What follows belongs to an exercise in optimizing a design on an open flow for small area; a production flow would make more cautious choices. At most, simulation tests tie the RTL to the original design; equivalence was not proved. Function not checked in run 2: the RTL went through the layout flow alone. No activity file was given, so power comes from the tool's default toggle rates.

===== flow/design.v =====
module rgbvm_core (
    input  wire        clk,
    input  wire        rst,
    input  wire        start,
    input  wire [31:0] entry_ip,
    input  wire [16:0] entry_sp,
    input  wire [16:0] stack_top,
    input  wire [16:0] stack_low,
    input  wire        budget_en,
    input  wire [31:0] budget,
    output wire        busy,
    output reg         done,
    output wire [2:0]  status,
    output wire [31:0] res_ip,
    output wire [16:0] res_sp,
    output wire [31:0] res_count,
    output reg         mem_en,
    output reg         mem_we,
    output wire [15:0] mem_addr,
    output wire [7:0]  mem_wdata,
    input  wire [7:0]  mem_rdata,
    output wire        call_req,
    output wire [7:0]  call_id,
    output wire [16:0] call_sp,
    input  wire        call_ack,
    input  wire        call_ok,
    output wire        out_req,
    output wire [7:0]  out_data,
    input  wire        out_ack,
    input  wire        out_ok
);
    localparam [2:0] ST_HALTED    = 3'd0;
    localparam [2:0] ST_INVALIDOP = 3'd1;
    localparam [2:0] ST_OVERFLOW  = 3'd2;
    localparam [2:0] ST_UNDERFLOW = 3'd3;
    localparam [2:0] ST_DIVZERO   = 3'd4;
    localparam [2:0] ST_INVCALL   = 3'd5;
    localparam [2:0] ST_OOB       = 3'd6;
    localparam [2:0] ST_YIELDED   = 3'd7;
    localparam [7:0] OP_NOOP  = 8'h00, OP_PUSH  = 8'h01, OP_POP   = 8'h02,
                     OP_PC8   = 8'h03, OP_PC16  = 8'h04, OP_PC32  = 8'h05,
                     OP_DUP   = 8'h06, OP_SWAP  = 8'h07, OP_POP8  = 8'h08,
                     OP_PUSH8 = 8'h09, OP_CONS  = 8'h0A, OP_OUT   = 8'h0E,
                     OP_HALT  = 8'h0F, OP_ADD   = 8'h10, OP_SUB   = 8'h11,
                     OP_MUL   = 8'h12, OP_DIV   = 8'h13, OP_MOD   = 8'h14,
                     OP_INV   = 8'h15, OP_ABS   = 8'h16, OP_ADD8  = 8'h17,
                     OP_JRNZ  = 8'h20, OP_JRZ   = 8'h21, OP_JR    = 8'h22,
                     OP_CALL  = 8'h23, OP_EQ    = 8'h30, OP_NEQ   = 8'h31,
                     OP_LT    = 8'h32, OP_BT    = 8'h33, OP_LTE   = 8'h34,
                     OP_BTE   = 8'h35, OP_SIN   = 8'h40, OP_COS   = 8'h41;
    localparam [4:0] S_IDLE  = 5'd24;
    localparam [4:0] S_FETCH = 5'd0,    
                     S_DEC   = 5'd1,    
                     S_OPND  = 5'd2,    
                     S_SEXT  = 5'd3,    
                     S_CHK   = 5'd4,    
                     S_LD    = 5'd5,    
                     S_RMW   = 5'd6,    
                     S_COPY  = 5'd7,    
                     S_WR    = 5'd8,    
                     S_CMP   = 5'd9,   
                     S_CLR   = 5'd10,   
                     S_SGN   = 5'd11,   
                     S_MPASS = 5'd12,   
                     S_DTRY  = 5'd13,   
                     S_DRST  = 5'd14,   
                     S_SHL   = 5'd15,   
                     S_HOST  = 5'd16,   
                     S_IPA   = 5'd17,   
                     S_IPB   = 5'd18,   
                     S_CNT   = 5'd19,   
                     S_SGN0  = 5'd20,   
                     S_CHK2  = 5'd21,   
                     S_XCH   = 5'd22,   
                     S_XBK   = 5'd23;   
    reg [4:0]  state;
    reg [31:0] ip;
    reg [16:0] sp;
    reg [31:0] count;
    reg [6:0]  op;        
    reg [31:0] R;
    reg [2:0]  i;         
    reg        ph;        
    wire [4:0] k = ip[21:17];
    reg        c;         
    reg        z;         
    reg        pm;        
    reg        fa;        
    reg        fb;        
    reg        mb;        
    assign res_ip    = ip;
    assign res_sp    = sp;
    assign res_count = count;
    assign busy      = !(state[4] && state[3]);
    assign status    = state[2:0];
    function op_valid(input [7:0] o);
        case (o)
            OP_NOOP, OP_PUSH, OP_POP, OP_PC8, OP_PC16, OP_PC32, OP_DUP, OP_SWAP,
            OP_POP8, OP_PUSH8, OP_CONS, OP_OUT, OP_HALT,
            OP_ADD, OP_SUB, OP_MUL, OP_DIV, OP_MOD, OP_INV, OP_ABS, OP_ADD8,
            OP_JRNZ, OP_JRZ, OP_JR, OP_CALL,
            OP_EQ, OP_NEQ, OP_LT, OP_BT, OP_LTE, OP_BTE, OP_SIN, OP_COS:
                op_valid = 1'b1;
            default: op_valid = 1'b0;
        endcase
    endfunction
    function [2:0] op_len(input [7:0] o);
        case (o)
            OP_PUSH, OP_POP, OP_POP8, OP_PUSH8, OP_PC16: op_len = 3'd3;
            OP_PC8, OP_ADD8, OP_JRNZ, OP_JRZ, OP_JR, OP_CALL: op_len = 3'd2;
            OP_PC32: op_len = 3'd5;
            default: op_len = 3'd1;
        endcase
    endfunction
    function [18:0] add18(input [17:0] a, input [17:0] b, input ci);    
        integer n;
        reg cy;
        begin
            cy = ci;
            for (n = 0; n < 18; n = n + 1) begin
                add18[n] = a[n] ^ b[n] ^ cy;
                cy = (a[n] & b[n]) | (cy & (a[n] ^ b[n]));
            end
            add18[18] = cy;
        end
    endfunction
    function lt17(input [16:0] a, input [16:0] b);
        integer n;
        reg l;
        begin
            l = 1'b0;
            for (n = 0; n < 17; n = n + 1)
                l = (~a[n] & b[n]) | (~(a[n] ^ b[n]) & l);
            lt17 = l;
        end
    endfunction
    wire [7:0] opc = {1'b0, op};
    wire is_bin = (opc == OP_SWAP) || (opc == OP_ADD) || (opc == OP_SUB) ||
                  (opc == OP_MUL) || (opc == OP_DIV) || (opc == OP_MOD) ||
                  (opc == OP_EQ) || (opc == OP_NEQ) || (opc == OP_LT) ||
                  (opc == OP_BT) || (opc == OP_LTE) || (opc == OP_BTE);
    wire need1  = (opc == OP_POP) || (opc == OP_POP8) || (opc == OP_CONS) ||
                  (opc == OP_DUP) || (opc == OP_INV) || (opc == OP_ABS) ||
                  (opc == OP_ADD8) || (opc == OP_JRNZ) || (opc == OP_JRZ) ||
                  (opc == OP_SIN) || (opc == OP_COS) || (opc == OP_OUT) || is_bin;
    wire room   = (opc == OP_PUSH) || (opc == OP_PUSH8) || (opc == OP_PC8) ||
                  (opc == OP_PC16) || (opc == OP_PC32) || (opc == OP_DUP);
    wire pops   = (opc == OP_POP) || (opc == OP_POP8) || (opc == OP_CONS) ||
                  (opc == OP_OUT) || (opc == OP_JRNZ) || (opc == OP_JRZ) ||
                  (is_bin && opc != OP_SWAP);
    wire is_div = (opc == OP_DIV) || (opc == OP_MOD);
    wire [2:0]  len = op_len(opc);
    wire [15:0] ea  = R[31:16];
    wire        chk_doob  = ((opc == OP_PUSH) || (opc == OP_POP)) && (&ea[15:2]) && (ea[1:0] != 2'b00);
    wire        via_ea    = (opc == OP_PUSH) || (opc == OP_POP) || (opc == OP_PUSH8) || (opc == OP_POP8);
    wire [18:0] ea_ds = add18({15'd0, ea[2:0]}, {15'd0, ~sp[2:0]}, 1'b1);
    wire [2:0]  ea_d = ea_ds[2:0];
    wire        bwd  = (opc == OP_POP) ? (ea_d == 3'd1 || ea_d == 3'd2 || ea_d == 3'd3)
                                       : (ea_d == 3'd5 || ea_d == 3'd6 || ea_d == 3'd7);
    localparam [2:0] A_0 = 3'd0, A_R = 3'd1, A_SH = 3'd2, A_S8 = 3'd3, A_LEN = 3'd4, A_M = 3'd5,
                     A_SIN = 3'd6;
    localparam [2:0] B_0 = 3'd0, B_M = 3'd1, B_SIN = 3'd2, B_IP = 3'd3, B_CNT = 3'd4;
    reg  [2:0] asel, bsl;
    reg        ia, ib;
    reg  [7:0] a_v, b_v;
    wire       i0 = (i[1:0] == 2'd0);
    wire [7:0] sin_idx = {mem_rdata[7] ^ (mem_rdata[6] & op[0]), mem_rdata[6] ^ op[0], mem_rdata[5:0]};
    wire [18:0] sin_ng = add18({12'd0, ~sin_idx[5:0]}, 18'd0, 1'b1);
    wire [5:0] sin_m   = sin_idx[6] ? sin_ng[5:0] : sin_idx[5:0];
    wire       sin_64  = sin_idx[6] && (sin_idx[5:0] == 6'd0);
    wire       sin_h   = sin_idx[7] && (sin_idx[6:0] != 7'd0);
    wire [4:0] sin_e;
    rgbvm_sin_e u_sin (.m(sin_m), .e(sin_e));
    reg        cx;
    always @(*) begin
        case (asel)
            A_R:     a_v = R[7:0];
            A_SH:    a_v = {R[6:0], pm};
            A_S8:    a_v = i0 ? R[31:24] : {8{R[31]}};
            A_LEN:   a_v = i0 ? {5'd0, len} : 8'd0;
            A_M:     a_v = mem_rdata;
            A_SIN:   a_v = (i0 && !sin_64) ? {1'b1, sin_m, 1'b0} : 8'd0;
            default: a_v = 8'd0;
        endcase
        case (bsl)
            B_M:     b_v = mem_rdata;
            B_SIN:   b_v = !i0 ? 8'd0 : sin_64 ? 8'hFF : {3'd0, sin_e};
            B_IP:    b_v = ip[7:0];
            B_CNT:   b_v = count[7:0];
            default: b_v = 8'd0;
        endcase
    end
    wire [18:0] alu_s = add18({10'd0, a_v ^ {8{ia}}}, {10'd0, b_v ^ {8{ib}}}, c | cx);
    wire [8:0] alu   = alu_s[8:0];
    wire [7:0] alu_o = alu[7:0];
    wire       alu_c = alu[8];
    wire lt_n = (mem_rdata[7] != R[7]) ? mem_rdata[7] : alu_o[7];
    wire z_n  = z && (alu_o == 8'd0);
    reg  cmp_res;
    always @(*) begin
        case (opc)
            OP_EQ:   cmp_res = z_n;
            OP_NEQ:  cmp_res = !z_n;
            OP_LT:   cmp_res = lt_n;
            OP_BT:   cmp_res = !lt_n && !z_n;
            OP_LTE:  cmp_res = lt_n || z_n;
            default: cmp_res = !lt_n;
        endcase
    end
    wire taken = (opc == OP_JR) || (opc == OP_JRNZ && !z) || (opc == OP_JRZ && z);
    wire [7:0] bud = budget[8*i[1:0] +: 8];
    wire       ip_dn = (state == S_IPB) && R[31];
    wire [1:0] ip_up = (alu_c == ip_dn) ? {ip[31], ip[16]} :
                       alu_c ? {ip[16], !ip[16]} : {!ip[16], !ip[16]};
    wire last = (i[1:0] == 2'd3);
    wire [2:0] i_inc = {i[2] ^ (i[1] & i[0]), i[1] ^ i[0], ~i[0]};
    wire [18:0] k_ds = add18({13'd0, k}, 18'h3FFFF, 1'b0);
    wire [4:0] k_dec = k_ds[4:0];
    assign call_req = (state == S_HOST) && (opc == OP_CALL);
    assign out_req  = (state == S_HOST) && (opc == OP_OUT);
    assign call_id  = R[31:24];
    assign out_data = R[31:24];
    assign call_sp  = sp;
    assign mem_wdata = alu_o;
    reg        b_ip, nos, spo;
    reg [1:0]  oj;
    wire [3:0]  off  = spo ? {room, 3'b100} :
                       (state == S_OPND) ? {1'b0, i} : {1'b0, nos, oj};
    wire [18:0] adr_s = add18(b_ip ? {2'b00, ip[15:0]} : {1'b0, sp}, {{14{off[3]}}, off}, 1'b0);
    wire [17:0] adr   = adr_s[17:0];
    assign mem_addr = adr[15:0];
    wire        sp_eq     = (adr[16:2] == stack_top[16:2]);
    wire        chk_under = room && (adr[17] || lt17(adr[16:0], stack_low));
    always @(*) begin
        mem_en = 1'b0;
        mem_we = 1'b0;
        b_ip   = 1'b0;
        spo    = 1'b0;
        nos    = is_bin;
        oj     = i[1:0];
        asel   = A_0;
        bsl    = B_M;
        ia     = 1'b0;
        ib     = 1'b0;
        cx     = 1'b0;
        case (state)
            S_FETCH: begin
                mem_en = !(budget_en && z) && (ip[31:16] == 16'd0);
                b_ip   = 1'b1;
                oj     = 2'd0;
                nos    = 1'b0;
            end
            S_OPND: begin
                mem_en = !ph;
                b_ip   = 1'b1;
            end
            S_SEXT: begin
                bsl = B_0;
                ia  = fa;
            end
            S_LD: begin
                mem_en = !ph;
                nos    = 1'b0;
            end
            S_RMW: begin
                mem_en = 1'b1;
                mem_we = ph;
                case (opc)
                    OP_ADD:  asel = A_R;
                    OP_SUB:  begin asel = A_R; ia = 1'b1; end
                    OP_ADD8: asel = A_S8;
                    OP_SIN, OP_COS: begin
                        asel = A_SIN;
                        bsl  = B_SIN;
                        ia   = i0 && sin_h;
                        ib   = i0 && sin_h;
                        cx   = i0 && sin_h;
                    end
                    OP_INV:  ib = 1'b1;
                    OP_ABS:  ib = fa;
                    default: ib = (k == 5'd0) ? fa : (fa ^ fb);    
                endcase
            end
            S_COPY: begin
                mem_en = 1'b1;
                mem_we = ph;
                oj     = i[1:0] ^ {2{bwd}};
                nos    = 1'b0;
                case (opc)
                    OP_PUSH:  b_ip = !ph;
                    OP_POP:   b_ip = ph;
                    OP_POP8:  b_ip = ph;
                    OP_PUSH8: begin
                        b_ip = !ph;
                        if (!i0) bsl = B_0;
                    end
                    default: nos = !ph;    
                endcase
                if (opc != OP_PUSH && opc != OP_POP) oj = i[1:0];
            end
            S_WR: begin
                mem_en = 1'b1;
                mem_we = 1'b1;
                bsl    = B_0;
                if (opc == OP_MOD) ia = fa;
                if (!(opc == OP_EQ || opc == OP_NEQ || opc == OP_LT ||
                      opc == OP_BT || opc == OP_LTE || opc == OP_BTE))
                    asel = A_R;
            end
            S_CMP: begin
                mem_en = !ph;
                asel   = A_R;
                ia     = 1'b1;
            end
            S_SGN, S_SGN0: begin
                mem_en = !ph;
                oj     = 2'd3;
            end
            S_MPASS: begin
                mem_en = !ph;
                nos    = 1'b0;
                asel   = A_SH;
                if (!mb) bsl = B_0;
            end
            S_DTRY: begin
                mem_en = !ph;
                nos    = 1'b0;
                asel   = A_SH;
                ib     = !fb;
            end
            S_DRST: begin
                mem_en = !ph;
                nos    = 1'b0;
                asel   = A_R;
                ib     = fb;
            end
            S_SHL: begin
                mem_en = 1'b1;
                mem_we = ph;
                asel   = A_M;
            end
            S_CLR: bsl = B_0;
            S_IPA: begin
                asel = A_LEN;
                bsl  = B_IP;
                spo  = 1'b1;
            end
            S_IPB: begin
                asel = A_S8;
                bsl  = B_IP;
            end
            S_CNT: bsl = B_CNT;
            S_CHK: begin
                oj  = 2'd0;
                nos = 1'b0;
            end
            S_CHK2: spo = 1'b1;
            S_XCH: begin
                if (i[1]) asel = A_R;
                else      bsl  = B_IP;
                if (i[1]) bsl  = B_0;
            end
            S_XBK: begin
                asel = A_R;
                bsl  = B_0;
            end
            default: ;
        endcase
    end
    task automatic finish(input [2:0] code);
        begin
            done   <= 1'b1;
            state  <= {2'b11, code};
        end
    endtask
    task automatic pass(input [4:0] st, input cinit);
        begin
            state <= st;
            i     <= 3'd0;
            ph    <= 1'b0;
            c     <= cinit;
        end
    endtask
    task automatic shift_r;
        R <= {alu_o, R[31:8]};
    endtask
    always @(posedge clk) begin
        if (rst) begin
            state <= S_IDLE;
            done  <= 1'b0;
        end else begin
            done <= 1'b0;
            case (state)
                S_IDLE, 5'd25, 5'd26, 5'd27, 5'd28, 5'd29, 5'd30, 5'd31: begin
                    if (start) begin
                        ip    <= entry_ip;
                        sp    <= entry_sp;
                        count <= 32'hFFFFFFFF;    
                        op    <= OP_NOOP[6:0];
                        z     <= 1'b1;
                        pass(S_CNT, 1'b1);
                    end
                end
                S_FETCH: begin
                    if (budget_en && z)
                        finish(ST_YIELDED);
                    else if (ip[31:16] != 16'd0)
                        finish(ST_OOB);
                    else
                        state <= S_DEC;
                end
                S_DEC: begin
                    op <= mem_rdata[6:0];
                    i  <= 3'd1;
                    c  <= 1'b0;
                    ph <= 1'b0;
                    if (!op_valid(mem_rdata))
                        finish(ST_INVALIDOP);
                    else if ((&ip[15:2]) && (op_len(mem_rdata) == 3'd5 ||
                             (op_len(mem_rdata) == 3'd3 && ip[1]) ||
                             (op_len(mem_rdata) == 3'd2 && ip[1] && ip[0])))
                        finish(ST_OOB);
                    else if (op_len(mem_rdata) == 3'd1)
                        state <= S_CHK;
                    else
                        state <= S_OPND;
                end
                S_OPND: begin
                    ph <= !ph;
                    if (ph) begin
                        shift_r;
                        fa <= mem_rdata[7];
                        i  <= i_inc;
                        if (i_inc == len)
                            state <= (opc == OP_PC8 || opc == OP_PC16) ? S_SEXT : S_CHK;
                    end
                end
                S_SEXT: begin
                    shift_r;
                    i <= i_inc;
                    if (i == 3'd4)
                        state <= S_CHK;
                end
                S_CHK: begin
                    if (need1 && sp_eq)
                        finish(ST_OVERFLOW);
                    else
                        state <= S_CHK2;
                end
                S_CHK2: begin
                    if (is_bin && sp_eq)
                        finish(ST_OVERFLOW);
                    else if (chk_under)
                        finish(ST_UNDERFLOW);
                    else if (chk_doob)
                        finish(ST_OOB);
                    else begin
                        if (room)
                            sp <= adr[16:0];
                        z <= 1'b1;
                        case (opc)
                            OP_NOOP, OP_HALT, OP_CONS, OP_JR: pass(S_IPA, 1'b0);
                            OP_CALL: state <= S_HOST;
                            OP_PUSH, OP_POP, OP_POP8, OP_PUSH8: pass(S_XCH, 1'b0);
                            OP_DUP: pass(S_COPY, 1'b0);
                            OP_PC8, OP_PC16, OP_PC32: pass(S_WR, 1'b0);
                            OP_INV: pass(S_RMW, 1'b1);
                            OP_ABS: pass(S_SGN0, 1'b0);
                            OP_ADD8, OP_SIN, OP_COS: pass(S_RMW, 1'b0);
                            OP_MUL: pass(S_CLR, 1'b0);
                            default: pass(S_LD, 1'b0);   
                        endcase
                    end
                end
                S_LD: begin
                    ph <= !ph;
                    if (ph) begin
                        if (opc != OP_JRNZ && opc != OP_JRZ)
                            shift_r;
                        if (mem_rdata != 8'd0) z <= 1'b0;
                        fb <= mem_rdata[7];
                        i  <= i_inc;
                        if (last || opc == OP_OUT) begin
                            case (opc)
                                OP_OUT: state <= S_HOST;
                                OP_JRNZ, OP_JRZ: pass(S_IPA, 1'b0);
                                OP_SWAP: pass(S_COPY, 1'b0);
                                OP_ADD: pass(S_RMW, 1'b0);
                                OP_SUB: pass(S_RMW, 1'b1);
                                OP_DIV, OP_MOD: begin
                                    if (z && mem_rdata == 8'd0)
                                        finish(ST_DIVZERO);
                                    else
                                        pass(S_SGN0, 1'b0);
                                end
                                default: begin
                                    pass(S_CMP, 1'b1);
                                    z <= 1'b1;
                                end
                            endcase
                        end
                    end
                end
                S_SGN0: begin
                    ph <= !ph;
                    if (ph) begin
                        fa <= mem_rdata[7];
                        pass(S_RMW, mem_rdata[7]);
                    end
                end
                S_SGN: begin
                    ph <= !ph;
                    if (ph) begin
                        mb <= mem_rdata[7];
                        pm <= (opc == OP_MUL) ? 1'b0 : mem_rdata[7];
                        if (opc == OP_MUL)
                            pass(S_MPASS, 1'b0);
                        else
                            pass(S_DTRY, !fb);
                    end
                end
                S_RMW: begin
                    ph <= !ph;
                    if (ph) begin
                        if (!(opc == OP_SIN || opc == OP_COS))
                            c <= alu_c;
                        if (opc == OP_ADD || opc == OP_SUB)
                            shift_r;
                        i <= i_inc;
                        if (last) begin
                            if (is_div && k == 5'd0)    
                                pass(S_CLR, 1'b0);
                            else
                                pass(S_IPA, 1'b0);
                        end
                    end
                end
                S_COPY: begin
                    ph <= !ph;
                    if (ph) begin
                        i <= i_inc;
                        if (last || opc == OP_POP8) begin
                            if (opc == OP_SWAP)
                                pass(S_WR, 1'b0);
                            else if (via_ea)
                                pass(S_XBK, 1'b0);
                            else
                                pass(S_IPA, 1'b0);
                        end
                    end
                end
                S_WR: begin
                    c <= alu_c;
                    shift_r;
                    i <= i_inc;
                    if (last)
                        pass(S_IPA, 1'b0);
                end
                S_CMP: begin
                    ph <= !ph;
                    if (ph) begin
                        c <= alu_c;
                        shift_r;
                        z <= z_n;
                        i <= i_inc;
                        if (last)
                            pass(S_WR, cmp_res);
                    end
                end
                S_CLR: begin
                    shift_r;
                    i <= i_inc;
                    ip[21:17] <= 5'd31;
                    if (last)
                        pass(S_SGN, 1'b0);
                end
                S_MPASS, S_DTRY, S_DRST: begin
                    ph <= !ph;
                    if (ph) begin
                        c  <= alu_c;
                        pm <= R[7];
                        shift_r;
                        i  <= i_inc;
                        if (last) begin
                            if (state == S_MPASS)
                                pass(S_SHL, 1'b0);
                            else if (state == S_DTRY && !alu_c)
                                pass(S_DRST, fb);
                            else
                                pass(S_SHL, state == S_DTRY);
                        end
                    end
                end
                S_SHL: begin
                    ph <= !ph;
                    if (ph) begin
                        c <= alu_c;
                        i <= i_inc;
                        if (last) begin
                            ip[21:17] <= k_dec;
                            if (k == 5'd0) begin
                                if (opc == OP_DIV)
                                    pass(S_RMW, fa ^ fb);
                                else
                                    pass(S_WR, (opc == OP_MOD) && fa);
                            end else
                                pass(S_SGN, 1'b0);
                        end
                    end
                end
                S_XCH: begin
                    shift_r;
                    ip[15:0] <= {alu_o, ip[15:8]};
                    i <= i_inc;
                    if (last)
                        pass(S_COPY, 1'b0);
                end
                S_XBK: begin
                    shift_r;
                    ip[15:0] <= {alu_o, ip[15:8]};
                    i <= i_inc;
                    if (i[0])
                        pass(S_IPA, 1'b0);
                end
                S_HOST: begin
                    if ((call_req && call_ack) || (out_req && out_ack)) begin
                        if ((call_req && call_ok) || (out_req && out_ok))
                            pass(S_IPA, 1'b0);
                        else
                            finish(ST_INVCALL);
                    end
                end
                S_IPA, S_IPB: begin
                    if (state == S_IPA && i == 3'd0 && pops)
                        sp <= adr[16:0];
                    ip[15:0] <= {alu_o, ip[15:8]};
                    c <= alu_c;
                    i <= i_inc;
                    if (i[0]) begin
                        ip[16]    <= ip_up[0];
                        ip[31:17] <= {15{ip_up[1]}};
                        if (state == S_IPA && taken)
                            pass(S_IPB, 1'b0);
                        else begin
                            pass(S_CNT, 1'b1);
                            z <= 1'b1;
                        end
                    end
                end
                S_CNT: begin
                    count <= {alu_o, count[31:8]};
                    c <= alu_c;
                    i <= i_inc;
                    if (alu_o != bud) z <= 1'b0;
                    if (last) begin
                        if (opc == OP_HALT)
                            finish(ST_HALTED);
                        else
                            state <= S_FETCH;
                    end
                end
            endcase
        end
    end
endmodule
module rgbvm_sin_rom (
    input  wire [7:0] idx,
    output reg  [7:0] val
);
    always @(*) begin
        case (idx)
            8'd0: val = 8'd128;
            8'd1: val = 8'd131;
            8'd2: val = 8'd134;
            8'd3: val = 8'd137;
            8'd4: val = 8'd140;
            8'd5: val = 8'd143;
            8'd6: val = 8'd146;
            8'd7: val = 8'd149;
            8'd8: val = 8'd152;
            8'd9: val = 8'd155;
            8'd10: val = 8'd158;
            8'd11: val = 8'd162;
            8'd12: val = 8'd165;
            8'd13: val = 8'd167;
            8'd14: val = 8'd170;
            8'd15: val = 8'd173;
            8'd16: val = 8'd176;
            8'd17: val = 8'd179;
            8'd18: val = 8'd182;
            8'd19: val = 8'd185;
            8'd20: val = 8'd188;
            8'd21: val = 8'd190;
            8'd22: val = 8'd193;
            8'd23: val = 8'd196;
            8'd24: val = 8'd198;
            8'd25: val = 8'd201;
            8'd26: val = 8'd203;
            8'd27: val = 8'd206;
            8'd28: val = 8'd208;
            8'd29: val = 8'd211;
            8'd30: val = 8'd213;
            8'd31: val = 8'd215;
            8'd32: val = 8'd218;
            8'd33: val = 8'd220;
            8'd34: val = 8'd222;
            8'd35: val = 8'd224;
            8'd36: val = 8'd226;
            8'd37: val = 8'd228;
            8'd38: val = 8'd230;
            8'd39: val = 8'd232;
            8'd40: val = 8'd234;
            8'd41: val = 8'd235;
            8'd42: val = 8'd237;
            8'd43: val = 8'd238;
            8'd44: val = 8'd240;
            8'd45: val = 8'd241;
            8'd46: val = 8'd243;
            8'd47: val = 8'd244;
            8'd48: val = 8'd245;
            8'd49: val = 8'd246;
            8'd50: val = 8'd248;
            8'd51: val = 8'd249;
            8'd52: val = 8'd250;
            8'd53: val = 8'd250;
            8'd54: val = 8'd251;
            8'd55: val = 8'd252;
            8'd56: val = 8'd253;
            8'd57: val = 8'd253;
            8'd58: val = 8'd254;
            8'd59: val = 8'd254;
            8'd60: val = 8'd254;
            8'd61: val = 8'd255;
            8'd62: val = 8'd255;
            8'd63: val = 8'd255;
            8'd64: val = 8'd255;
            8'd65: val = 8'd255;
            8'd66: val = 8'd255;
            8'd67: val = 8'd255;
            8'd68: val = 8'd254;
            8'd69: val = 8'd254;
            8'd70: val = 8'd254;
            8'd71: val = 8'd253;
            8'd72: val = 8'd253;
            8'd73: val = 8'd252;
            8'd74: val = 8'd251;
            8'd75: val = 8'd250;
            8'd76: val = 8'd250;
            8'd77: val = 8'd249;
            8'd78: val = 8'd248;
            8'd79: val = 8'd246;
            8'd80: val = 8'd245;
            8'd81: val = 8'd244;
            8'd82: val = 8'd243;
            8'd83: val = 8'd241;
            8'd84: val = 8'd240;
            8'd85: val = 8'd238;
            8'd86: val = 8'd237;
            8'd87: val = 8'd235;
            8'd88: val = 8'd234;
            8'd89: val = 8'd232;
            8'd90: val = 8'd230;
            8'd91: val = 8'd228;
            8'd92: val = 8'd226;
            8'd93: val = 8'd224;
            8'd94: val = 8'd222;
            8'd95: val = 8'd220;
            8'd96: val = 8'd218;
            8'd97: val = 8'd215;
            8'd98: val = 8'd213;
            8'd99: val = 8'd211;
            8'd100: val = 8'd208;
            8'd101: val = 8'd206;
            8'd102: val = 8'd203;
            8'd103: val = 8'd201;
            8'd104: val = 8'd198;
            8'd105: val = 8'd196;
            8'd106: val = 8'd193;
            8'd107: val = 8'd190;
            8'd108: val = 8'd188;
            8'd109: val = 8'd185;
            8'd110: val = 8'd182;
            8'd111: val = 8'd179;
            8'd112: val = 8'd176;
            8'd113: val = 8'd173;
            8'd114: val = 8'd170;
            8'd115: val = 8'd167;
            8'd116: val = 8'd165;
            8'd117: val = 8'd162;
            8'd118: val = 8'd158;
            8'd119: val = 8'd155;
            8'd120: val = 8'd152;
            8'd121: val = 8'd149;
            8'd122: val = 8'd146;
            8'd123: val = 8'd143;
            8'd124: val = 8'd140;
            8'd125: val = 8'd137;
            8'd126: val = 8'd134;
            8'd127: val = 8'd131;
            8'd128: val = 8'd128;
            8'd129: val = 8'd124;
            8'd130: val = 8'd121;
            8'd131: val = 8'd118;
            8'd132: val = 8'd115;
            8'd133: val = 8'd112;
            8'd134: val = 8'd109;
            8'd135: val = 8'd106;
            8'd136: val = 8'd103;
            8'd137: val = 8'd100;
            8'd138: val = 8'd97;
            8'd139: val = 8'd93;
            8'd140: val = 8'd90;
            8'd141: val = 8'd88;
            8'd142: val = 8'd85;
            8'd143: val = 8'd82;
            8'd144: val = 8'd79;
            8'd145: val = 8'd76;
            8'd146: val = 8'd73;
            8'd147: val = 8'd70;
            8'd148: val = 8'd67;
            8'd149: val = 8'd65;
            8'd150: val = 8'd62;
            8'd151: val = 8'd59;
            8'd152: val = 8'd57;
            8'd153: val = 8'd54;
            8'd154: val = 8'd52;
            8'd155: val = 8'd49;
            8'd156: val = 8'd47;
            8'd157: val = 8'd44;
            8'd158: val = 8'd42;
            8'd159: val = 8'd40;
            8'd160: val = 8'd37;
            8'd161: val = 8'd35;
            8'd162: val = 8'd33;
            8'd163: val = 8'd31;
            8'd164: val = 8'd29;
            8'd165: val = 8'd27;
            8'd166: val = 8'd25;
            8'd167: val = 8'd23;
            8'd168: val = 8'd21;
            8'd169: val = 8'd20;
            8'd170: val = 8'd18;
            8'd171: val = 8'd17;
            8'd172: val = 8'd15;
            8'd173: val = 8'd14;
            8'd174: val = 8'd12;
            8'd175: val = 8'd11;
            8'd176: val = 8'd10;
            8'd177: val = 8'd9;
            8'd178: val = 8'd7;
            8'd179: val = 8'd6;
            8'd180: val = 8'd5;
            8'd181: val = 8'd5;
            8'd182: val = 8'd4;
            8'd183: val = 8'd3;
            8'd184: val = 8'd2;
            8'd185: val = 8'd2;
            8'd186: val = 8'd1;
            8'd187: val = 8'd1;
            8'd188: val = 8'd1;
            8'd189: val = 8'd0;
            8'd190: val = 8'd0;
            8'd191: val = 8'd0;
            8'd192: val = 8'd0;
            8'd193: val = 8'd0;
            8'd194: val = 8'd0;
            8'd195: val = 8'd0;
            8'd196: val = 8'd1;
            8'd197: val = 8'd1;
            8'd198: val = 8'd1;
            8'd199: val = 8'd2;
            8'd200: val = 8'd2;
            8'd201: val = 8'd3;
            8'd202: val = 8'd4;
            8'd203: val = 8'd5;
            8'd204: val = 8'd5;
            8'd205: val = 8'd6;
            8'd206: val = 8'd7;
            8'd207: val = 8'd9;
            8'd208: val = 8'd10;
            8'd209: val = 8'd11;
            8'd210: val = 8'd12;
            8'd211: val = 8'd14;
            8'd212: val = 8'd15;
            8'd213: val = 8'd17;
            8'd214: val = 8'd18;
            8'd215: val = 8'd20;
            8'd216: val = 8'd21;
            8'd217: val = 8'd23;
            8'd218: val = 8'd25;
            8'd219: val = 8'd27;
            8'd220: val = 8'd29;
            8'd221: val = 8'd31;
            8'd222: val = 8'd33;
            8'd223: val = 8'd35;
            8'd224: val = 8'd37;
            8'd225: val = 8'd40;
            8'd226: val = 8'd42;
            8'd227: val = 8'd44;
            8'd228: val = 8'd47;
            8'd229: val = 8'd49;
            8'd230: val = 8'd52;
            8'd231: val = 8'd54;
            8'd232: val = 8'd57;
            8'd233: val = 8'd59;
            8'd234: val = 8'd62;
            8'd235: val = 8'd65;
            8'd236: val = 8'd67;
            8'd237: val = 8'd70;
            8'd238: val = 8'd73;
            8'd239: val = 8'd76;
            8'd240: val = 8'd79;
            8'd241: val = 8'd82;
            8'd242: val = 8'd85;
            8'd243: val = 8'd88;
            8'd244: val = 8'd90;
            8'd245: val = 8'd93;
            8'd246: val = 8'd97;
            8'd247: val = 8'd100;
            8'd248: val = 8'd103;
            8'd249: val = 8'd106;
            8'd250: val = 8'd109;
            8'd251: val = 8'd112;
            8'd252: val = 8'd115;
            8'd253: val = 8'd118;
            8'd254: val = 8'd121;
            8'd255: val = 8'd124;
            default: val = 8'd0;
        endcase
    end
endmodule
module rgbvm_sin_e (
    input  wire [5:0] m,
    output reg  [4:0] e
);
    always @(*) begin
        case (m)
            6'd0: e = 5'd0;
            6'd1: e = 5'd1;
            6'd2: e = 5'd2;
            6'd3: e = 5'd3;
            6'd4: e = 5'd4;
            6'd5: e = 5'd5;
            6'd6: e = 5'd6;
            6'd7: e = 5'd7;
            6'd8: e = 5'd8;
            6'd9: e = 5'd9;
            6'd10: e = 5'd10;
            6'd11: e = 5'd12;
            6'd12: e = 5'd13;
            6'd13: e = 5'd13;
            6'd14: e = 5'd14;
            6'd15: e = 5'd15;
            6'd16: e = 5'd16;
            6'd17: e = 5'd17;
            6'd18: e = 5'd18;
            6'd19: e = 5'd19;
            6'd20: e = 5'd20;
            6'd21: e = 5'd20;
            6'd22: e = 5'd21;
            6'd23: e = 5'd22;
            6'd24: e = 5'd22;
            6'd25: e = 5'd23;
            6'd26: e = 5'd23;
            6'd27: e = 5'd24;
            6'd28: e = 5'd24;
            6'd29: e = 5'd25;
            6'd30: e = 5'd25;
            6'd31: e = 5'd25;
            6'd32: e = 5'd26;
            6'd33: e = 5'd26;
            6'd34: e = 5'd26;
            6'd35: e = 5'd26;
            6'd36: e = 5'd26;
            6'd37: e = 5'd26;
            6'd38: e = 5'd26;
            6'd39: e = 5'd26;
            6'd40: e = 5'd26;
            6'd41: e = 5'd25;
            6'd42: e = 5'd25;
            6'd43: e = 5'd24;
            6'd44: e = 5'd24;
            6'd45: e = 5'd23;
            6'd46: e = 5'd23;
            6'd47: e = 5'd22;
            6'd48: e = 5'd21;
            6'd49: e = 5'd20;
            6'd50: e = 5'd20;
            6'd51: e = 5'd19;
            6'd52: e = 5'd18;
            6'd53: e = 5'd16;
            6'd54: e = 5'd15;
            6'd55: e = 5'd14;
            6'd56: e = 5'd13;
            6'd57: e = 5'd11;
            6'd58: e = 5'd10;
            6'd59: e = 5'd8;
            6'd60: e = 5'd6;
            6'd61: e = 5'd5;
            6'd62: e = 5'd3;
            6'd63: e = 5'd1;
            default: e = 5'd0;
        endcase
    end
endmodule

===== flow/flow/run.sh =====
#!/bin/bash
# The standard layout with three changes: port buffers from the smallest
# buffer cell, a clock tree of clkbuf_8 without dummy loads, and the
# floorplan's combinational cells set to their smallest drive strength before
# placement (the later repair steps size up what timing needs).
set -euo pipefail
export BUFFER_PORTS_ARGS="-buffer_cell sky130_fd_sc_hd__buf_1"
export CTS_ARGS="-sink_clustering_enable -repair_clock_nets -dont_use_dummy_load -buf_list sky130_fd_sc_hd__clkbuf_8"
bash standard.sh floorplan > standard_floorplan.log 2>&1
export DS_DB="orfs/results/${FLOW_PLATFORM}/rgbvm_core/base/2_floorplan.odb"
export DS_DONT_USE="$(make -s -f - print-dont-use <<'MK' 2>/dev/null || true
include config.mk
print-dont-use: ; @echo $(DONT_USE_CELLS)
MK
)"
openroad -no_init -exit flow/downsize.tcl > downsize.log 2>&1
bash standard.sh finish > standard_finish.log 2>&1

===== flow/flow/downsize.tcl =====
# Swap each combinational cell of the floorplan for the smallest cell of its
# family (same function and pins, lower drive strength). Flip-flops, clock
# cells and tap cells keep their masters. Later repair steps size cells up
# again where timing, slew or capacitance call for it.
read_db $::env(DS_DB)
set db [ord::get_db]
set block [ord::get_db_block]
set dont_use [split $::env(DS_DONT_USE)]
set swapped 0
set saved 0
foreach inst [$block getInsts] {
    set master [$inst getMaster]
    set name [$master getName]
    if {![regexp {^(sky130_fd_sc_hd__[a-z0-9]+)_([0-9]+)$} $name -> base drive]} {
        continue
    }
    if {[regexp {__(df|edf|sdf|dl|sdl|clk|tap|fill|decap|conb|diode|lpflow|probe)} $base]} {
        continue
    }
    set best $master
    foreach d {0 1 2 4} {
        set cand [$db findMaster ${base}_$d]
        if {$cand == "NULL" || $cand eq ""} { continue }
        if {[lsearch -exact $dont_use [$cand getName]] >= 0} { continue }
        if {[$cand getWidth] < [$best getWidth]} { set best $cand }
    }
    if {$best ne $master} {
        incr saved [expr {[$master getWidth] - [$best getWidth]}]
        $inst swapMaster $best
        incr swapped
    }
}
puts "downsize: swapped $swapped cells, width saved $saved dbu"
write_db $::env(DS_DB)

===== flow/standard.sh =====
#!/bin/bash
# synth_recipe.tcl (not shown) runs the flow's synth.tcl, then flattens the netlist and writes it again
# the make line also repeats each setting of config.mk as NAME=value (left out here)
make -C /OpenROAD-flow-scripts/flow DESIGN_CONFIG=/design/flow/config.mk WORK_HOME=/design/flow/orfs CLKGATE_MAP_FILE= SYNTH_SCRIPT=/design/flow/synth_recipe.tcl "${@:-finish}"

===== flow/config.mk =====
export PLATFORM = sky130hd
export DESIGN_NAME = rgbvm_core
export DESIGN_NICKNAME = rgbvm_core
export VERILOG_FILES = /design/flow/design.v
export SDC_FILE = /design/flow/constraint.sdc
export NUM_CORES = 4
export LEC_CHECK = 0
export ABC_AREA = 1
export CAP_MARGIN = 20
export CORE_MARGIN = 2
export CORE_UTILIZATION = 40
export SLEW_MARGIN = 20

===== flow/constraint.sdc =====
create_clock -name core_clock -period 9.5 [get_ports {clk}]
set_input_delay 1.9000 -clock core_clock [delete_from_list [all_inputs] [get_ports {clk}]]
set_output_delay 1.9000 -clock core_clock [all_outputs]
set_load 0.01 [all_outputs]

==> results of run 1 <==
## cells in the mapped netlist, types with 4 or more instances
cell type	count
nor2_4	7
o22ai_1	9
or2_2	25
nand2_1	262
o221ai_1	5
o21ai_0	86
nand3_1	33
a211oi_1	5
ha_1	36
fa_1	25
nand4_1	24
inv_4	5
o211ai_1	15
a21oi_1	59
nor2_1	179
a2111oi_0	6
o2111ai_1	17
nor4_1	19
clkinv_1	6
inv_1	178
buf_4	40
nor2_2	21
xor2_1	27
xnor2_1	19
a22oi_1	4
edfxtp_1	130
a31oi_1	6
o21ai_1	6
mux2_2	8
clkbuf_1	23
dfxtp_1	6
a221oi_1	14
inv_2	34
nor3_1	31
## what timing repair did
item,CTS,global route
resized for setup,72,46
pin swaps,13,18
gates cloned,0,2
setup buffers,8,3
setup endpoints to repair,35,32
endpoints found under the hold margin,0,0
## power groups by stage
stage	logic, uW	clock network, uW	registers (uW)
3_3_place_gp	2490	0	1020
6_report	2710	389	1010
3_5_place_dp	2500	0	1020
2_1_floorplan	1470	0	1010
5_1_grt	2920	407	1020
4_1_cts	2610	392	1010
## final timing paths
| path | slack, ps | from | cells after the start | endpoint |
|---|---|---|---|---|
| worst max-delay path | -220 | op[0] | 31 | mem_addr[15] |
| worst min-delay path | 410 | R[9] | 0 | R[1] |
| worst max register to register | 140 | op[0] | 42 | state[2] |
| worst min register to register | 410 | R[9] | 0 | R[1] |
## final cells by class
cell class / count / area [um2] / share of cell area, %
multi-input cells: 999 / 6120 / 42.3
well taps: 378 / 473 / 3.27
inverters: 224 / 846 / 5.85
repair buffers: 494 / 2770 / 19.1
clock buffers: 17 / 234 / 1.62
flip-flops and latches: 136 / 4020 / 27.8
## sequential cells by signal, summed over array words and instances, names as in the netlist, 3 cells and up
name / cells
R: 32
count: 32
ip: 32
sp: 17
op: 7
state: 5
i: 3
## per-layer routing
| metal | GRT usage [%] | share of wire, % | vias up |
|---|---|---|---|
| li1 | - | - | 5680 |
| met1 | 46.1 | 43 | 5804 |
| met2 | 54.2 | 46 | 583 |
| met4 | 10.0 | 2.8 | 0 |
| met3 | 6.98 | 8.5 | 90 |
| met5 | 0 | 0 | - |
## critical path: cells and delay by family (launching register included)
family,cells,cell delay (ps)
fa+ha+maj,14,4810
flops,1,470
simple gates,6,720
compound gates,3,490
buf+inv,8,840
## logic make-up (layout without fill, tap and decap cells)
family	after synthesis	count (layout)
xor+xnor	46	46
fa+ha+maj	61	61
buf+inv	292	735
compound gates	266	266
flops	136	136
mux	8	8
simple gates	618	618
## metrics by stage
step | cells | instance area (um2) | hold slack [ps]
2_1_floorplan | 1427 | 11300 | 400
3_3_place_gp | 2218 | 13700 | 401
3_5_place_dp | 2218 | 13700 | 405
4_1_cts | 2243 | 14200 | 408
5_1_grt | 2248 | 14500 | 419
6_report | 2248 | 14500 | 408
==> key figures, run 1 <==
Timing
  • Fmax: 103 MHz
  • Setup ws final: -220 ps
  • Worst slew pin tran: 1010 ps
  • Setup violations, final: 1
  • Clk_skew: 25.8 ps
  • Final Max Tran Viols: 0
  • Final TNS setup: -220 ps
  • RSZ-0062 raised after global routing: true
  • Tcrit/Tclk final: 102%
  • Slew Limit Headroom: 32.5%
  • Total count of hold-check failures in the final report: 0
  • Minimum clock period: 9720 ps

Synthesis
  • Largest area contributor in the netlist: edfxtp_1
  • Yosys warnings: 2
  • Top cells by area, synth: edfxtp_1 35%, nand2_1 8.7%, nor2_1 6.0%
  • Yosys top cell area share: 34.6%
  • Netlist Area Pre-Place: 11300 um2
  • EDFF count, synth: 130
  • Gate Count Post-Synth: 1427
  • Synth Area in Simple Gates: 24.7%
  • Yosys reg bits: 136
  • Syn Area/Cell: 7.90 um2
  • Syn Nets: 1619
  • Top_reg_cell synth: edfxtp_1
  • Adder-cell share of the synthesized area: 8.44%
  • Sequential-to-total area share from yosys stat: 35.7%
  • Compound-cell area share of the yosys netlist: 15.6%
  • Library cells used by synthesis: 73
  • Ys async rst share: 0%
  • Mux contribution to synthesized area: 0.799%
  • Main combinational cell family by area after synthesis: simple AND/OR/NAND/NOR gates
  • Xor and xnor area share after synthesis: 3.57%

GRT
  • Initial antenna violation count: 0
  • Vias in the first global route: 11600
  • Global-route wire length before repair: 72300 um
  • GRT overflow: 0
  • Gr usage total: 33.8%
  • Largest net degree at the start of global routing: 35

Routing
  • Drt wl/cell: 22.4 um
  • DRT antenna net count: 0
  • Initial DRC count: 1269
  • DRC: 0
  • Drt total wl: 50300 um
  • DRT Pass-1 Iters: 6
  • Via density per instance: 5.41
  • Routed vias: 12200

Final layout
  • Layout cell share with drive strength beyond 1: 21.4%
  • Nets: 2064
  • FILL cells: 2883
  • ANT cells: 0
  • Most common cell after layout, fill and taps aside: buf_1
  • Layout area overhead: 28.4%
  • Final Core Density: 52.1%
  • Most frequent cells in the layout: 271 x buf_1, 257 x nand2_1, 211 x buf_4

Status
  • List of failed layout checks: setup timing
  • Outcome: finished with violations

Placement
  • Final GP Congestion: 1.05
  • DP Wirelength: 40700 um
  • IO buf count: 275
  • Dpl ws: -1080 ps

Pwr
  • Internal power: 2040 uW
  • Sw frac: 50.4%
  • Combinational group share of total power: 66.0%
  • Worst-case vdd ir drop: 0.154 mV
  • Sequential share of power: 24.6%
  • Total Power: 4110 uW
  • Leak: 0.00609 uW
  • NetSw: 2070 uW
  • Clk pwr share: 9.5%
  • PwrDens: 284 nW/um2

Critical path
  • CP peak stage delay: 520 ps
  • Startpoint types: flop
  • Critical Path RT: 7600 ps
  • Critical Path Sink Type: primary output
  • Crit path top cell by count: fa_2
  • CP max-delay cell: fa_1
  • Worst Path Max Fanout: 4
  • CP Data Arrival Time: 7820 ps
  • Setup Crit Path Kind: reg2out

Floorplanning
  • Total die area: 29500 um2
  • Initial Util: 40.6%
  • Core area: 27800 um2
  • Chip height: 172 um
  • I/O pins: 278
  • Die span in x: 172 um
  • # rows: 61

CTS
  • CTS tree: done
  • Reg clk slew, reported paths: 90 ps
  • Clock buffer depth: 2
  • Clk Tree Root Cell: clkbuf_8
  • Clk latency of the worst-skew pair: 480 ps
  • Clock sinks: 136
  • Cts bufs inserted: 17
  • CTS Hold Bufs: 0
  • H-tree depth: 4

Flow run
  • Max_cap viols: 0

Hold path
  • Hold Crit Class: reg2reg
==> run 2: changes to the inputs <==
--- a/flow/design.v
+++ b/flow/design.v
@@ -85,8 +85,8 @@
     reg        c;         
     reg        z;         
-    reg        pm;        
-    reg        fa;        
-    reg        fb;        
-    reg        mb;        
+    wire       pm = ip[22];    
+    wire       fa = ip[23];    
+    wire       fb = ip[24];    
+    wire       mb = ip[25];    
     assign res_ip    = ip;
     assign res_sp    = sp;
@@ -257,5 +257,5 @@
             S_SEXT: begin
                 bsl = B_0;
-                ia  = fa;
+                ia  = R[31];
             end
             S_LD: begin
@@ -430,5 +430,4 @@
                     if (ph) begin
                         shift_r;
-                        fa <= mem_rdata[7];
                         i  <= i_inc;
                         if (i_inc == len)
@@ -479,5 +478,6 @@
                             shift_r;
                         if (mem_rdata != 8'd0) z <= 1'b0;
-                        fb <= mem_rdata[7];
+                        if (is_div)
+                            ip[24] <= mem_rdata[7];
                         i  <= i_inc;
                         if (last || opc == OP_OUT) begin
@@ -505,5 +505,5 @@
                     ph <= !ph;
                     if (ph) begin
-                        fa <= mem_rdata[7];
+                        ip[23] <= mem_rdata[7];
                         pass(S_RMW, mem_rdata[7]);
                     end
@@ -512,6 +512,6 @@
                     ph <= !ph;
                     if (ph) begin
-                        mb <= mem_rdata[7];
-                        pm <= (opc == OP_MUL) ? 1'b0 : mem_rdata[7];
+                        ip[25] <= mem_rdata[7];
+                        ip[22] <= (opc == OP_MUL) ? 1'b0 : mem_rdata[7];
                         if (opc == OP_MUL)
                             pass(S_MPASS, 1'b0);
@@ -579,5 +579,5 @@
                     if (ph) begin
                         c  <= alu_c;
-                        pm <= R[7];
+                        ip[22] <= R[7];
                         shift_r;
                         i  <= i_inc;
--- a/flow/flow/run.sh
+++ b/flow/flow/run.sh
@@ -6,5 +6,5 @@
 set -euo pipefail
 export BUFFER_PORTS_ARGS="-buffer_cell sky130_fd_sc_hd__buf_1"
-export CTS_ARGS="-sink_clustering_enable -repair_clock_nets -dont_use_dummy_load -buf_list sky130_fd_sc_hd__clkbuf_8"
+export CTS_ARGS="-sink_clustering_enable -repair_clock_nets -dont_use_dummy_load -buf_list sky130_fd_sc_hd__clkbuf_8 -sink_clustering_size 30 -sink_clustering_max_diameter 250"
 bash standard.sh floorplan > standard_floorplan.log 2>&1
 export DS_DB="orfs/results/${FLOW_PLATFORM}/rgbvm_core/base/2_floorplan.odb"
==> run 2 against run 1 <==
Effect of this change:
- still fails the layout checks on setup timing
- via count is 1.8% higher
- routed wire length is 1.0% lower
- flip-flop and latch count is 4 lower
- global-route usage is 0.23 points lower
- combinational power hardly changed
- maximum frequency is 2.3% lower
- register-to-register slack worse by 310 ps
- critical endpoint unchanged
==> key figures, run 2 <==
Status
  • Outcome: finished with violations (unchanged)
  • List of failed layout checks: setup timing (unchanged)

Timing
  • Worst hold slack: 412 ps (was 408 ps)
  • Fmax: 100 MHz (was 103 MHz)
  • Minimum clock period: 9950 ps (was 9720 ps)
  • Setup ws final: -454 ps (was -220 ps)
  • Setup violations, final: 19 (was 1)
  • Total count of hold-check failures in the final report: 0 (unchanged)
  • Clk_skew: 25.9 ps (was 25.8 ps)
  • Worst slew pin tran: 1040 ps (was 1010 ps)
  • Tcrit/Tclk final: 105% (was 102%)
  • RSZ-0062 raised after global routing: true (unchanged)
  • Final Max Tran Viols: 0 (unchanged)
  • Slew Limit Headroom: 30.1% (was 32.5%)

GRT
  • Initial antenna violation count: 3 (was 0)
  • Largest net degree at the start of global routing: 35 (unchanged)
  • Gr usage total: 33.6% (was 33.8%)
  • Vias in the first global route: 11700 (was 11600)
  • GRT overflow: 0 (unchanged)
  • Global-route wire length before repair: 71900 um (was 72300 um)

Synthesis
  • Netlist Area Pre-Place: 11200 um2 (was 11300 um2)
  • EDFF count, synth: 126 (was 130)
  • Most numerous cell in the Yosys netlist: nand2_1 (unchanged)
  • Syn Nets: 1646 (was 1619)
  • Top post-synthesis cells by count: 273 x nand2_1, 202 x nor2_1, 177 x inv_1 (was 262 x nand2_1, 179 x nor2_1, 178 x inv_1)
  • Gate Count Post-Synth: 1454 (was 1427)
  • Sequential-to-total area share from yosys stat: 34.8% (was 35.7%)
  • Ys async rst share: 0% (unchanged)
  • Syn Area/Cell: 7.71 um2 (was 7.90 um2)
  • Top_reg_cell synth: edfxtp_1 (unchanged)
  • Top cells by area, synth: edfxtp_1 34%, nand2_1 9.1%, nor2_1 6.8% (was edfxtp_1 35%, nand2_1 8.7%, nor2_1 6.0%)
  • Yosys reg bits: 132 (was 136)
  • Library cells used by synthesis: 65 (was 73)
  • Yosys top cell area share: 33.7% (was 34.6%)
  • Largest area contributor in the netlist: edfxtp_1 (unchanged)
  • Yosys warnings: 2 (unchanged)

Routing
  • DRT antenna net count: 0 (unchanged)
  • Initial DRC count: 1202 (was 1269)
  • Via density per instance: 5.48 (was 5.41)
  • DRT Pass-1 Iters: 5 (was 6)
  • Drt total wl: 49700 um (was 50300 um)
  • Drt wl/cell: 22.0 um (was 22.4 um)
  • Routed vias: 12400 (was 12200)
  • DRC: 0 (unchanged)

CTS
  • Clk Tree Root Cell: clkbuf_8 (unchanged)
  • Cts bufs inserted: 17 (unchanged)
  • Clock sinks: 132 (was 136)
  • H-tree depth: 4 (unchanged)
  • Clk latency of the worst-skew pair: 460 ps (was 480 ps)
  • CTS Hold Bufs: 0 (unchanged)
  • Reg clk slew, reported paths: 90 ps (about the same)
  • CTS tree: done (unchanged)
  • Clock buffer depth: 2 (unchanged)

Critical path
  • R2R Setup Slk: -170 ps (was 140 ps)
  • Critical Path Sink Type: primary output (unchanged)
  • Critical Path RT: 7600 ps (about the same)
  • Setup Crit Path Kind: reg2out (unchanged)
  • Startpoint types: flop (unchanged)
  • CP Data Arrival Time: 8050 ps (was 7820 ps)
  • Worst Path Max Fanout: 2 (was 4)

Final layout
  • Sequential cell area: 3900 um2 (was 4020 um2)
  • Final Core Density: 51.3% (was 52.1%)
  • Most frequent cells in the layout: 279 x nand2_1, 272 x buf_1, 210 x nor2_1 (was 271 x buf_1, 257 x nand2_1, 211 x buf_4)
  • FILL cells: 2812 (was 2883)
  • Layout cell share with drive strength beyond 1: 19.4% (was 21.4%)
  • Biggest regs: R (32), count (32), ip (32) (unchanged)
  • Fin cells: 2258 (was 2248)
  • Nets: 2073 (was 2064)
  • Most common cell after layout, fill and taps aside: nand2_1 (was buf_1)
  • Area of the multi-input gates: 6130 um2 (was 6120 um2)
  • Layout area overhead: 26.6% (was 28.4%)

Pwr
  • Leak: 0.00590 uW (was 0.00609 uW)
  • Combinational group share of total power: 66.6% (was 66.0%)
  • Sw frac: 51.9% (was 50.4%)
  • Sequential share of power: 24.0% (was 24.6%)
  • Clk pwr share: 9.4% (was 9.5%)
  • NetSw: 2110 uW (was 2070 uW)
  • Total Power: 4080 uW (was 4110 uW)
  • Internal power: 1960 uW (was 2040 uW)
  • PwrDens: 287 nW/um2 (was 284 nW/um2)
  • Worst-case vdd ir drop: 0.152 mV (was 0.154 mV)

Hold path
  • Hold Crit Class: reg2reg (unchanged)

Floorplanning
  • Chip height: 171 um (was 172 um)
  • Initial Util: 40.5% (was 40.6%)
  • Core area: 27700 um2 (was 27800 um2)
  • I/O pins: 278 (unchanged)
  • Total die area: 29400 um2 (was 29500 um2)
  • Die span in x: 171 um (was 172 um)
  • # rows: 61 (unchanged)

Placement
  • Post-Place Cells: 2231 (was 2218)
  • IO buf count: 275 (unchanged)
  • DP Wirelength: 40200 um (was 40700 um)
  • Dpl ws: -1380 ps (was -1080 ps)
  • Final GP Congestion: 1.00 (was 1.05)

Flow run
  • Max_cap viols: 0 (unchanged)
==> run 2: kinds of logic (layout without fill, tap and decap cells) <==
family	count (synthesis)	after routing	synth area share (%)
muxes	4	4	0.402
other	0	1	0
DFF	132	132	34.8
xor gates and xnor gates	41	41	3.20
AOI/OAI and AO/OA	253	253	14.6
and+or+nand+nor	668	668	27.0
adders and majority gates	61	61	8.48
buffers and inverters	295	720	11.6
==> run 2: area by class of cell <==
type	count	area share (%)
Sequential cell	132	27.5
Clock buffer	17	1.65
Antenna cell	1	0.0176
Tap cell	378	3.33
Inverter	220	5.81
Multi-Input combinational cell	1027	43.1
Timing Repair Buffer	483	18.6
==> run 2: metal layers <==
metal	vias up	GRT usage [%]	wire [um]
met5	-	0	0
met4	0	13.4	1830
li1	5726	-	-
met2	724	52.0	21900
met1	5833	45.4	20900
met3	98	7.57	5040
==> run 2: what timing repair did <==
item / CTS / global route
setup buffers: 4 / 3
pin swaps: 27 / 21
resized for setup: 67 / 21
setup endpoints to repair: 35 / 33
hold endpoints to repair: 0 / 0
cloned: 0 / 0
==> run 2: power groups by stage <==
| stage | clock, uW | sequential [uW] | combinational [uW] |
|---|---|---|---|
| after global placement | 0 | 989 | 2510 |
| final | 383 | 980 | 2710 |
| after floorplan | 0 | 983 | 1480 |
| after detailed placement | 0 | 992 | 2530 |
| after CTS | 381 | 980 | 2630 |
| after global routing | 400 | 992 | 2930 |
==> run 2: worst paths after layout <==
check,from,to,cells past startpoint
min reg2reg,R[14],R[6],0
min,R[14],R[6],0
max reg2reg,R[16],state[2],41
max,R[16],mem_addr[15],27
==> run 2: worst max-delay path, cell delays in order (launching register included) <==
cell and delay, ps:
edfxtp_1 390, inv_1 70, ha_1 140, inv_2 40, fa_2 350, xnor2_2 160, o21ai_2 130, o221ai_2 130
xor2_1 160, o21ai_1 120, a21oi_1 90, ha_2 190, fa_2 360, fa_2 360, fa_2 360, fa_2 350
fa_2 350, fa_2 350, fa_2 350, fa_2 340, fa_2 350, fa_2 350, fa_2 350, fa_2 370
fa_2 350, fa_2 360, fa_1 530, buf_2 140
==> run 2: per-stage QoR <==
stage | cell area (um2) | TNS [ps]
finish | 14200 | -1060
CTS | 14100 | -5090
detailed placement | 13600 | -37470
global route | 14200 | -10490
global placement | 13600 | -31260
floorplan | 11300 | 0
==> run 3: changes to the inputs <==
--- a/flow/design.v
+++ b/flow/design.v
@@ -227,6 +227,5 @@
     wire [3:0]  off  = spo ? {room, 3'b100} :
                        (state == S_OPND) ? {1'b0, i} : {1'b0, nos, oj};
-    wire [18:0] adr_s = add18(b_ip ? {2'b00, ip[15:0]} : {1'b0, sp}, {{14{off[3]}}, off}, 1'b0);
-    wire [17:0] adr   = adr_s[17:0];
+    wire [17:0] adr   = (b_ip ? {2'b00, ip[15:0]} : {1'b0, sp}) + {{14{off[3]}}, off};
     assign mem_addr = adr[15:0];
     wire        sp_eq     = (adr[16:2] == stack_top[16:2]);
--- a/flow/flow/run.sh
+++ b/flow/flow/run.sh
@@ -6,5 +6,5 @@
 set -euo pipefail
 export BUFFER_PORTS_ARGS="-buffer_cell sky130_fd_sc_hd__buf_1"
-export CTS_ARGS="-sink_clustering_enable -repair_clock_nets -dont_use_dummy_load -buf_list sky130_fd_sc_hd__clkbuf_8 -sink_clustering_size 30 -sink_clustering_max_diameter 250"
+export CTS_ARGS="-sink_clustering_enable -repair_clock_nets -dont_use_dummy_load -buf_list sky130_fd_sc_hd__clkbuf_8"
 bash standard.sh floorplan > standard_floorplan.log 2>&1
 export DS_DB="orfs/results/${FLOW_PLATFORM}/rgbvm_core/base/2_floorplan.odb"
==> run 3 against run 2 <==
Effect of this change:
- critical endpoint is now mem_wdata[7]
- synthesized area increased by 2.1%
- non-clock buffer count shrank 144
- the run now finishes clean
- die area increased by 2.0%
- combinational power is 11% lower
- highest routed layer unchanged
- sequential share of layout area grew 2.1 points
- cell count decreased by 3.2%
- power down 7.0%
- design area fell by 7.1%
- clock skew rose by 14 ps
==> key figures, run 3 <==
Synthesis
  • Netlist Area Pre-Place: 11400 um2 (was 11200 um2)
  • Top cells by area, synth: edfxtp_1 33%, nand2_1 9.5%, inv_1 7.2% (was edfxtp_1 34%, nand2_1 9.1%, nor2_1 6.8%)
  • Syn Area/Cell: 7.49 um2 (was 7.71 um2)
  • Gate Count Post-Synth: 1529 (was 1454)
  • Xor and xnor area share after synthesis: 3.55% (was 3.20%)
  • Largest area contributor in the netlist: edfxtp_1 (unchanged)
  • EDFF count, synth: 126 (unchanged)
  • Top_reg_cell synth: edfxtp_1 (unchanged)
  • Sequential-to-total area share from yosys stat: 34.1% (was 34.8%)
  • Yosys top cell area share: 33.1% (was 33.7%)
  • Mux contribution to synthesized area: 0.590% (was 0.402%)
  • Library cells used by synthesis: 61 (was 65)
  • Syn Nets: 1722 (was 1646)
  • Synth Area in Simple Gates: 25.7% (was 27.0%)
  • Top post-synthesis cells by count: 289 x nand2_1, 220 x inv_1, 188 x nor2_1 (was 273 x nand2_1, 202 x nor2_1, 177 x inv_1)
  • Main combinational cell family by area after synthesis: simple AND/OR/NAND/NOR gates (unchanged)
  • Most numerous cell in the Yosys netlist: nand2_1 (unchanged)
  • Yosys warnings: 2 (unchanged)
  • Ys async rst share: 0% (unchanged)
  • Adder-cell share of the synthesized area: 7.43% (was 8.48%)
  • Yosys reg bits: 132 (unchanged)
  • Compound-cell area share of the yosys netlist: 17.1% (was 14.6%)

GRT
  • Global-route wire length before repair: 69900 um (was 71900 um)
  • Met1 Track Usage GR: 40.5% (was 45.4%)
  • Gr usage total: 30.9% (was 33.6%)
  • Top Usage Layer GRT: met2 (unchanged)
  • Vias in the first global route: 11600 (was 11700)
  • GRT overflow: 0 (unchanged)
  • GR Layer Usage met2: 49.8% (was 52.0%)
  • Largest net degree at the start of global routing: 36 (was 35)
  • Initial antenna violation count: 1 (was 3)
  • Met3 usage in global routing: 5.89% (was 7.57%)

Critical path
  • CP Data Arrival Time: 7340 ps (was 8050 ps)
  • Crit path top cell by count: fa_2 (unchanged)
  • Top Family by Delay on Critical Path: adder cells (unchanged)
  • Setup Crit Path Kind: in2out (was reg2out)
  • Critical Path RT: 7600 ps (about the same)
  • CP peak stage delay: 440 ps (was 530 ps)
  • CP max-delay cell: fa_1 (unchanged)
  • Startpoint types: primary input (was flop)
  • Critical Path Sink Type: primary output (unchanged)
  • Buf/Inv on CP: 7 (was 3)
  • Worst Path Max Fanout: 5 (was 2)
  • R2R Setup Slk: 1870 ps (was -170 ps)

CTS
  • Clock buffer depth: 2 (unchanged)
  • H-tree depth: 4 (unchanged)
  • CTS tree: done (unchanged)
  • CTS Hold Bufs: 0 (unchanged)
  • Clk Tree Root Cell: clkbuf_8 (unchanged)
  • Clock sinks: 132 (unchanged)
  • Clk latency of the worst-skew pair: 470 ps (was 460 ps)
  • Cts bufs inserted: 17 (unchanged)
  • Reg clk slew, reported paths: 60 ps (was 90 ps)

Status
  • Outcome: no timing/DRC/antenna violations (was finished with violations)

Final layout
  • Layout cell share with drive strength beyond 1: 8.24% (was 19.4%)
  • Layout area overhead: 15.3% (was 26.6%)
  • ANT cells: 0 (was 1)
  • Sequential cell area: 3900 um2 (unchanged)
  • FILL cells: 2925 (was 2812)
  • Finished Cell Area: 13200 um2 (was 14200 um2)
  • Nets: 2003 (was 2073)
  • Area of the multi-input gates: 6200 um2 (was 6130 um2)
  • Most frequent cells in the layout: 291 x nand2_1, 274 x buf_1, 217 x inv_1 (was 279 x nand2_1, 272 x buf_1, 210 x nor2_1)
  • Final Core Density: 47.1% (was 51.3%)
  • Most common cell after layout, fill and taps aside: nand2_1 (unchanged)
  • Biggest regs: R (32), count (32), ip (32) (unchanged)

Hold path
  • Hold Crit Class: reg2reg (unchanged)

Floorplanning
  • # rows: 61 (unchanged)
  • Die span in x: 173 um (was 171 um)
  • Core area: 28000 um2 (was 27700 um2)
  • Initial Util: 40.9% (was 40.5%)
  • I/O pins: 278 (unchanged)
  • Chip height: 173 um (was 171 um)
  • Total die area: 30000 um2 (was 29400 um2)

Routing
  • Initial DRC count: 872 (was 1202)
  • DRT Pass-1 Iters: 7 (was 5)
  • DRC: 0 (unchanged)
  • Drt wl/cell: 21.6 um (was 22.0 um)
  • Via density per instance: 5.54 (was 5.48)
  • DRT antenna net count: 0 (unchanged)
  • Drt total wl: 47200 um (was 49700 um)
  • Routed vias: 12100 (was 12400)

Timing
  • Worst slew pin tran: 1070 ps (was 1040 ps)
  • RSZ-0062 raised after global routing: false (was true)
  • Tcrit/Tclk final: 97.3% (was 105%)
  • Fmax: 108 MHz (was 100 MHz)
  • Clk_skew: 39.5 ps (was 25.9 ps)
  • Total count of hold-check failures in the final report: 0 (unchanged)
  • Worst hold slack: 407 ps (was 412 ps)
  • Final Max Tran Viols: 0 (unchanged)
  • Final TNS setup: 0 ps (was -1060 ps)
  • Setup ws final: 260 ps (was -454 ps)
  • Setup violations, final: 0 (was 19)
  • Minimum clock period: 9240 ps (was 9950 ps)
  • Slew Limit Headroom: 26.6% (was 30.1%)

Pwr
  • Sequential share of power: 26.8% (was 24.0%)
  • Internal power: 1810 uW (was 1960 uW)
  • Worst-case vdd ir drop: 0.140 mV (was 0.152 mV)
  • Clk pwr share: 9.6% (was 9.4%)
  • Leak: 0.00541 uW (was 0.00590 uW)
  • NetSw: 1990 uW (was 2110 uW)
  • Sw frac: 52.4% (was 51.9%)
  • PwrDens: 287 nW/um2 (about the same)
  • Combinational group share of total power: 63.6% (was 66.6%)

Placement
  • Dpl ws: -358 ps (was -1380 ps)
  • Placed cell area: 12900 um2 (was 13600 um2)
  • Final GP Congestion: 0.951 (was 1.00)
  • IO buf count: 275 (unchanged)
  • DP Wirelength: 38400 um (was 40200 um)

Flow run
  • Max_cap viols: 0 (unchanged)
==> run 3: what timing repair did <==
| item | CTS | global route |
|---|---|---|
| pin swaps | 4 | 13 |
| resized for setup | 10 | 14 |
| setup buffers | 1 | 0 |
| setup endpoints to repair | 1 | 1 |
==> run 3: layer usage <==
| metal | part of all wire [%] | vias up | wire length, um |
|---|---|---|---|
| li1 | - | 5728 | - |
| met1 | 42 | 5689 | 19900 |
| met2 | 46 | 602 | 21500 |
| met3 | 8.0 | 81 | 3780 |
| met4 | 4.2 | 0 | 1990 |
| met5 | 0 | - | 0 |
==> run 3: cell type report <==
cell class / count / share of cell area, %
tap: 378 / 3.58
clock buffer: 17 / 1.77
multi-input combinational: 1088 / 47.0
inverter: 232 / 6.60
timing repair buffer: 339 / 11.5
sequential: 132 / 29.6
==> run 3: worst paths after layout <==
check                    start            to  cells past startpoint
setup / recovery  mem_rdata[0]  mem_wdata[7]                     27
hold / removal            R[9]          R[1]                      0
setup reg to reg      state[0]             c                     35
hold reg to reg           R[9]          R[1]                      0
==> run 3: stage by stage <==
step	std cells	total power (uW)
floorplan	1529	2470
global placement	2168	3350
detailed placement	2168	3360
CTS	2186	3750
global route	2186	4070
finish	2186	3790
==> run 3: logic make-up (layout without fill, tap and decap cells) <==
group | count (synthesis) | in the layout
compound gates | 302 | 302
xor+xnor | 43 | 43
fa+ha+maj | 62 | 62
buf+inv | 309 | 588
flops | 132 | 132
mux | 6 | 6
simple gates | 675 | 675
==> run 3: power groups by stage <==
stage	sequential [uW]	clock, uW	combinational, uW
6_report	1020	363	2410
5_1_grt	1040	395	2640
4_1_cts	1020	373	2360
3_5_place_dp	1030	0	2330
3_3_place_gp	1020	0	2330
2_1_floorplan	988	0	1490

## afterwards: timing with drivers on the ports
How much do the figures lean on ideal ports? The routed layouts below were timed once more, with nothing changed but the port constraints. Step 1 sets driving cells, clkbuf_16 on the clock port and buf_2 on the other inputs (assumed; they add their load-dependent delay and slew). Step 2 adds t to the input delays and takes it off the output delays; t is the mean of the earliest and latest rising clock arrival at the registers after step 1. Input paths then give back, and output paths get back, about the clock's delay inside the block. a / b / c = no drivers / after step 1 / after step 2; a / b = the first two.
| run | shift t [ns] | setup slack, ns | worst data-port slew with drivers (ns) |
|---|---|---|---|
| run 1 | 0.504 | -0.220 / -0.262 / 0.075 | 0.06 |
| run 2 | 0.492 | -0.454 / -0.500 / -0.175 | 0.06 |
| run 3 | 0.494 | 0.260 / 0.238 / 0.238 | 0.07 |
The setup slack of run 3, which loses most, moves by -0.022 ns with the drivers and by -0.022 ns with both steps.
